What follows belongs to an exercise in optimizing a design on an open flow for small area, a short achievable clock period and few clock cycles per item; a production flow would make more cautious choices. Where RTL was checked, it was by simulation tests only, not by an equivalence proof against the original. Power and IR drop assume default switching activity.

==> flow/design.v <==
module pn532_codec (
    input  wire       clk,
    input  wire       rst,
    input  wire [7:0] in_data,
    input  wire       in_valid,
    output wire       in_ready,
    output wire [7:0] out_data,
    output wire       out_valid,
    output wire       out_last,
    output wire       out_fault,
    input  wire       out_ready
);
    localparam I_IDLE = 0;    
    localparam I_TAIL = 1;    
    localparam I_LEN  = 2;    
    localparam I_DATA = 3;    
    localparam I_SKIP = 4;    
    localparam I_DPRE = 5;    
    localparam I_DLCS = 6;    
    localparam I_DTFI = 7;    
    localparam I_DRC  = 8;    
    localparam I_DPAY = 9;    
    localparam I_DST  = 10;   
    localparam I_ECMD = 11;   
    localparam I_ELEN = 12;   
    localparam I_EPAY = 13;   
    localparam I_EH1  = 14;   
    localparam I_EH2  = 15;   
    localparam I_EH3  = 16;   
    localparam I_EH4  = 17;   
    localparam I_EH5  = 18;   
    localparam I_EH6  = 19;   
    localparam I_LO   = 20;   
    localparam I_RES  = 21;   
    localparam NS     = 22;
    reg [NS-1:0] st;
    reg [1:0]  mode;
    reg [7:0]  rem;
    reg [15:0] acc;
    reg        f1, f4;
    reg [7:0]  o_data;
    reg        o_valid, o_last, o_fault;
    reg [7:0]  k_data;
    reg        k_valid, k_last, k_fault;
    function [7:0] dec8;
        input [7:0] x;
        integer i;
        reg b;
        begin
            b = 1'b1;
            for (i = 0; i < 8; i = i + 1) begin
                dec8[i] = x[i] ^ b;
                b = b & ~x[i];
            end
        end
    endfunction
    wire s_idle = st[I_IDLE], s_tail = st[I_TAIL], s_len = st[I_LEN], s_data = st[I_DATA];
    wire s_skip = st[I_SKIP], s_dpre = st[I_DPRE], s_dlcs = st[I_DLCS], s_dtfi = st[I_DTFI];
    wire s_drc = st[I_DRC], s_dpay = st[I_DPAY], s_dst = st[I_DST], s_ecmd = st[I_ECMD];
    wire s_elen = st[I_ELEN], s_epay = st[I_EPAY], s_eh1 = st[I_EH1], s_eh2 = st[I_EH2];
    wire s_eh3 = st[I_EH3], s_eh4 = st[I_EH4], s_eh5 = st[I_EH5], s_eh6 = st[I_EH6];
    wire s_lo = st[I_LO], s_res = st[I_RES];
    wire ob_free = !k_valid;                    
    wire o_busy  = o_valid && !out_ready;       
    reg  takes;                  
    assign in_ready = takes && ob_free;
    wire v    = in_valid;
    wire fire = v && in_ready;
    wire m_dcs = (mode == 2'b00);
    wire m_dec = (mode == 2'b11);
    wire inv   = (mode == 2'b10);
    wire [7:0]  cx = acc[7:0] ^ in_data;
    wire [7:0]  ct = {cx[7:4] ^ cx[3:0], cx[3:0]};
    wire [15:0] crc_n = {ct[7:3], ct[2:0] ^ ct[7:5], acc[15:12] ^ ct[4:1],
                         acc[11] ^ ct[0] ^ ct[7], acc[10:8] ^ ct[6:4]};
    wire [7:0] fc     = acc[15:8];
    wire [7:0] diff   = acc[7:0] - in_data;         
    wire [7:0] rem_m1 = dec8(rem);
    wire [7:0] fc_m1  = dec8(fc);
    wire [8:0] n_p2   = {1'b0, in_data} + 9'd2;
    wire       ovf    = n_p2[8];
    reg        r_last;                           
    wire       rem2   = (rem == 8'd2);
    wire       lo_z   = (acc[7:0] == 8'h00);
    reg        fc_1;                             
    wire       n_z    = (in_data == 8'h00);
    wire       n_lt13 = (in_data < 8'd13);
    wire op_dcs = (in_data == 8'h01);
    wire op_a   = (in_data == 8'h02);
    wire op_b   = (in_data == 8'h03);
    wire op_enc = (in_data == 8'h04);
    wire op_dec = (in_data == 8'h06);
    wire op_st  = (in_data == 8'h7E);
    wire op_rst = (in_data == 8'h7F);
    wire op_len = op_dcs || op_a || op_b || op_dec;
    wire op_ref = !(op_len || op_enc || op_st || op_rst);
    wire [8:0] inc_s = {1'b0, rem} + {1'b0, ~fc};
    reg  d_inc;
    wire d_bad  = !lo_z || (fc[7:1] == 7'd0);
    wire d_fail = d_inc || d_bad;
    wire f_op  = fire && (s_idle || s_tail);
    wire f_len = fire && s_len;
    wire [NS-1:0] st_n;
    assign st_n[I_IDLE] = (s_idle && !fire) || (s_tail && ob_free && !fire) ||
                          (f_op && op_rst) || (f_len && m_dec && n_lt13 && n_z) ||
                          ((s_skip || s_dst) && fire && r_last) ||
                          (s_lo && ob_free && m_dcs) || (s_res && ob_free);
    assign st_n[I_TAIL] = (s_tail && !ob_free) || (s_lo && ob_free && !m_dcs);
    assign st_n[I_LEN]  = (s_len && !fire) || (f_op && op_len);
    assign st_n[I_DATA] = (s_data && !(fire && r_last)) || (f_len && !m_dec && !n_z);
    assign st_n[I_SKIP] = (s_skip && !(fire && r_last)) || (f_len && m_dec && n_lt13 && !n_z) ||
                          (s_dtfi && fire && d_fail) || (s_dst && ob_free && !(fire && r_last)) ||
                          (s_elen && fire && ovf);
    assign st_n[I_DPRE] = (s_dpre && !(fire && fc_1)) || (f_len && m_dec && !n_lt13);
    assign st_n[I_DLCS] = (s_dlcs && !fire) || (s_dpre && fire && fc_1);
    assign st_n[I_DTFI] = (s_dtfi && !fire) || (s_dlcs && fire);
    assign st_n[I_DRC]  = (s_drc && !fire) || (s_dtfi && fire && !d_fail);
    assign st_n[I_DPAY] = (s_dpay && !(fire && fc_1)) || (s_drc && fire);
    assign st_n[I_DST]  = (s_dst && !ob_free) || (s_dpay && fire && fc_1);
    assign st_n[I_ECMD] = (s_ecmd && !fire) || (f_op && op_enc);
    assign st_n[I_ELEN] = (s_elen && !fire) || (s_ecmd && fire);
    assign st_n[I_EPAY] = (s_epay && !(fire && r_last)) || (s_eh6 && ob_free && !rem2);
    assign st_n[I_EH1]  = (s_eh1 && !ob_free) || (s_elen && fire && !ovf);
    assign st_n[I_EH2]  = (s_eh2 && !ob_free) || (s_eh1 && ob_free);
    assign st_n[I_EH3]  = (s_eh3 && !ob_free) || (s_eh2 && ob_free);
    assign st_n[I_EH4]  = (s_eh4 && !ob_free) || (s_eh3 && ob_free);
    assign st_n[I_EH5]  = (s_eh5 && !ob_free) || (s_eh4 && ob_free);
    assign st_n[I_EH6]  = (s_eh6 && !ob_free) || (s_eh5 && ob_free);
    assign st_n[I_LO]   = (s_lo && !ob_free) || (s_data && fire && r_last) ||
                          (f_len && !m_dec && n_z) || (s_eh6 && ob_free && rem2) ||
                          (s_epay && fire && r_last);
    assign st_n[I_RES]  = (s_res && !ob_free) || (f_op && op_ref) || (f_op && op_st);
    wire emit = ob_free && (s_tail || s_dst || !takes ||
                            (v && (s_drc || s_epay || s_elen || (s_dpay && !fc_1) ||
                                   (s_len && m_dec && n_lt13) || (s_dtfi && d_fail))));
    wire emit_ld = ob_free && (s_tail || s_dst || !takes ||
                               (v && (s_drc || s_epay || s_elen || s_dpay || s_len || s_dtfi)));
    wire e_last  = s_tail || s_len || s_dtfi || s_dst || s_res || (s_lo && m_dcs) || (s_elen && ovf);
    wire e_fault = (s_res && mode[0]) || (s_elen && ovf);
    wire [7:0] e_const;
    assign e_const[0] = s_len || s_dtfi || (s_elen && ovf) || s_eh2;
    assign e_const[1] = s_len || (s_dtfi && d_inc) || (s_dst && !lo_z) || (s_res && !mode[0] && f1) || s_eh2;
    assign e_const[2] = s_eh2 || s_eh5 || (s_res && mode[0]);
    assign e_const[3] = s_eh2;
    assign e_const[4] = s_eh2 || s_eh5 || (s_res && !mode[0] && f4);
    assign e_const[5] = s_eh2;
    assign e_const[6] = s_eh2 || s_eh5;
    assign e_const[7] = s_eh2 || s_eh5;
    wire       s_in  = s_drc || s_dpay || s_epay;
    wire [7:0] acc_byte = (({8{s_tail || s_eh6}} & acc[15:8]) | ({8{s_lo}} & acc[7:0])) ^ {8{inv}};
    wire [7:0] in_byte  = s_drc ? in_data - 8'd1 : in_data;
    wire [7:0] e_data = e_const | acc_byte | ({8{s_in}} & in_byte) |
                        ({8{s_eh3}} & rem) | ({8{s_eh4}} & ~rem_m1);
    wire lo_2c   = f_op && op_enc;
    wire lo_init = f_len;
    wire lo_crc  = fire && s_data && !m_dcs;
    wire lo_diff = fire && ((s_data && m_dcs) || (s_dpre && fc_1) || s_dlcs || s_dtfi ||
                            s_drc || s_dpay || s_ecmd || s_epay);
    wire [7:0] lo_iv = (mode == 2'b01) ? 8'h63 : (mode == 2'b10) ? 8'hFF : 8'h00;
    wire [7:0] lo_n = ({8{lo_2c}} & 8'h2C) | ({8{lo_init}} & lo_iv) |
                      ({8{lo_crc}} & crc_n[7:0]) | ({8{lo_diff}} & diff);
    wire hi_init = f_len;
    wire hi_crc  = fire && s_data;
    wire hi_in   = fire && ((s_dpre && fc_1) || s_ecmd);
    wire hi_dec  = fire && ((s_dpre && !fc_1) || s_dtfi || s_dpay);
    wire hi_z    = s_eh6 && ob_free;
    wire [7:0] hi_iv = (mode == 2'b01) ? 8'h63 : (mode == 2'b10) ? 8'hFF :
                       (mode == 2'b11) ? 8'h0A : 8'h00;
    wire [7:0] hi_n = ({8{hi_init}} & hi_iv) | ({8{hi_crc}} & crc_n[15:8]) |
                      ({8{hi_in}} & in_data) | ({8{hi_dec}} & fc_m1);
    always @(posedge clk) begin
        if (lo_2c || lo_init || lo_crc || lo_diff)
            acc[7:0] <= lo_n;
        if (hi_init || hi_crc || hi_in || hi_dec || hi_z)
            acc[15:8] <= hi_n;
        if (fire) begin
            rem    <= (s_len || s_elen) ? n_p2[7:0] : rem_m1;
            r_last <= (s_len || s_elen) ? (in_data == 8'd1) : (rem == 8'd4);
        end
        if (hi_init || hi_in || hi_dec)
            fc_1 <= hi_dec ? (fc == 8'd2) : hi_in ? (in_data == 8'd1) : 1'b0;
        if (s_dlcs)
            d_inc <= !(inc_s[8] && (inc_s[7:2] != 6'd0));
        if (f_op)
            mode <= {op_b || op_dec, !(op_dcs || op_b || op_st)};
        if (!o_busy) begin
            o_data  <= k_valid ? k_data  : e_data;
            o_last  <= k_valid ? k_last  : e_last;
            o_fault <= k_valid ? k_fault : e_fault;
        end
        if (emit_ld && o_busy) begin
            k_data  <= e_data;
            k_last  <= e_last;
            k_fault <= e_fault;
        end
    end
    always @(posedge clk) begin
        if (rst) begin
            st      <= {{(NS-1){1'b0}}, 1'b1};
            takes   <= 1'b1;
            o_valid <= 1'b0;
            k_valid <= 1'b0;
            f1      <= 1'b0;
            f4      <= 1'b0;
        end else begin
            st <= st_n;
            takes <= !(st_n[I_EH1] || st_n[I_EH2] || st_n[I_EH3] || st_n[I_EH4] ||
                       st_n[I_EH5] || st_n[I_EH6] || st_n[I_LO] || st_n[I_RES]);
            if (!o_busy)
                o_valid <= k_valid || emit;
            k_valid <= o_busy && (k_valid || emit);
            if (f_op && op_rst) begin
                f1 <= 1'b0;
                f4 <= 1'b0;
            end else begin
                if (s_elen && fire && ovf)
                    f1 <= 1'b1;
                if (f_op && op_ref)
                    f4 <= 1'b1;
            end
        end
    end
    assign out_data  = o_data;
    assign out_valid = o_valid;
    assign out_last  = o_last;
    assign out_fault = o_fault;
endmodule
clock: 5.0 ns
lec_check: 0
cap_margin: 20
core_margin: 2
core_utilization: 40
setup_slack_margin: 2.0
slew_margin: 20
standard.sh (not shown) runs the stock make flow with config.mk's settings and CLKGATE_MAP_FILE= SYNTH_SCRIPT=/design/flow/synth_recipe.tcl, a recipe that flattens the netlist after the stock synthesis.
==> flow/flow/run.sh <==
#!/bin/bash
set -euo pipefail
export BUFFER_PORTS_ARGS="-buffer_cell sky130_fd_sc_hd__buf_4"
bash standard.sh > standard_flow.log 2>&1
Next try:
--- a/flow/design.v
+++ b/flow/design.v
@@ -40,8 +40,6 @@
     reg        f1, f4;
     reg [7:0]  o_data;
     reg        o_valid, o_last, o_fault;
-    reg [7:0]  k_data;
-    reg        k_valid, k_last, k_fault;
     function [7:0] dec8;
         input [7:0] x;
         integer i;
@@ -60,8 +58,7 @@
     wire s_elen = st[I_ELEN], s_epay = st[I_EPAY], s_eh1 = st[I_EH1], s_eh2 = st[I_EH2];
     wire s_eh3 = st[I_EH3], s_eh4 = st[I_EH4], s_eh5 = st[I_EH5], s_eh6 = st[I_EH6];
     wire s_lo = st[I_LO], s_res = st[I_RES];
-    wire ob_free = !k_valid;                    
-    wire o_busy  = o_valid && !out_ready;       
+    wire ob_free = !o_valid || out_ready;
     reg  takes;                  
     assign in_ready = takes && ob_free;
     wire v    = in_valid;
@@ -183,15 +180,10 @@
             d_inc <= !(inc_s[8] && (inc_s[7:2] != 6'd0));
         if (f_op)
             mode <= {op_b || op_dec, !(op_dcs || op_b || op_st)};
-        if (!o_busy) begin
-            o_data  <= k_valid ? k_data  : e_data;
-            o_last  <= k_valid ? k_last  : e_last;
-            o_fault <= k_valid ? k_fault : e_fault;
-        end
-        if (emit_ld && o_busy) begin
-            k_data  <= e_data;
-            k_last  <= e_last;
-            k_fault <= e_fault;
+        if (emit_ld) begin
+            o_data  <= e_data;
+            o_last  <= e_last;
+            o_fault <= e_fault;
         end
     end
     always @(posedge clk) begin
@@ -199,16 +191,16 @@
             st      <= {{(NS-1){1'b0}}, 1'b1};
             takes   <= 1'b1;
             o_valid <= 1'b0;
-            k_valid <= 1'b0;
             f1      <= 1'b0;
             f4      <= 1'b0;
         end else begin
             st <= st_n;
             takes <= !(st_n[I_EH1] || st_n[I_EH2] || st_n[I_EH3] || st_n[I_EH4] ||
                        st_n[I_EH5] || st_n[I_EH6] || st_n[I_LO] || st_n[I_RES]);
-            if (!o_busy)
-                o_valid <= k_valid || emit;
-            k_valid <= o_busy && (k_valid || emit);
+            if (emit)
+                o_valid <= 1'b1;
+            else if (out_ready)
+                o_valid <= 1'b0;
             if (f_op && op_rst) begin
                 f1 <= 1'b0;
                 f4 <= 1'b0;
=>
- via count goes down by 7.8%
- clock power goes down by 6.6%
- global-route usage goes down by 0.14 points
- design area goes down by 9.3%
- power goes down by 11%
Testbench counts after the change, summed over its fixed seeds: cycles 78,497, items 1,920.
For the first run of this note, only the layout was checked, not whether the RTL still works.

-- port drivers added, routing unchanged --
In the flow no input, the clock included, has a driving cell. The finished layouts below were timed again as built, in two steps.
Step 1: set_driving_cell puts a clkbuf_16 on clk and a buf_2 on each other input, an assumption about the parent block.
Step 2 also shifts input and output timing later by t, the mid clock arrival at the registers, as if the neighbouring blocks saw the same clock.
Three values: no drivers, after step 1, after step 2; two values: the first two.
run	shift t [ns]	setup slack, ns	worst data-port slew with drivers (ns)
the first run	0.389	2.157 / 2.157 / 1.858	0.03
the second run	0.384	2.156 / 2.141 / 1.787	0.03
After both steps every run listed still meets setup and hold. For the second run, which loses most, drivers alone change the setup slack by -0.015 ns; drivers and shift together by -0.369 ns.
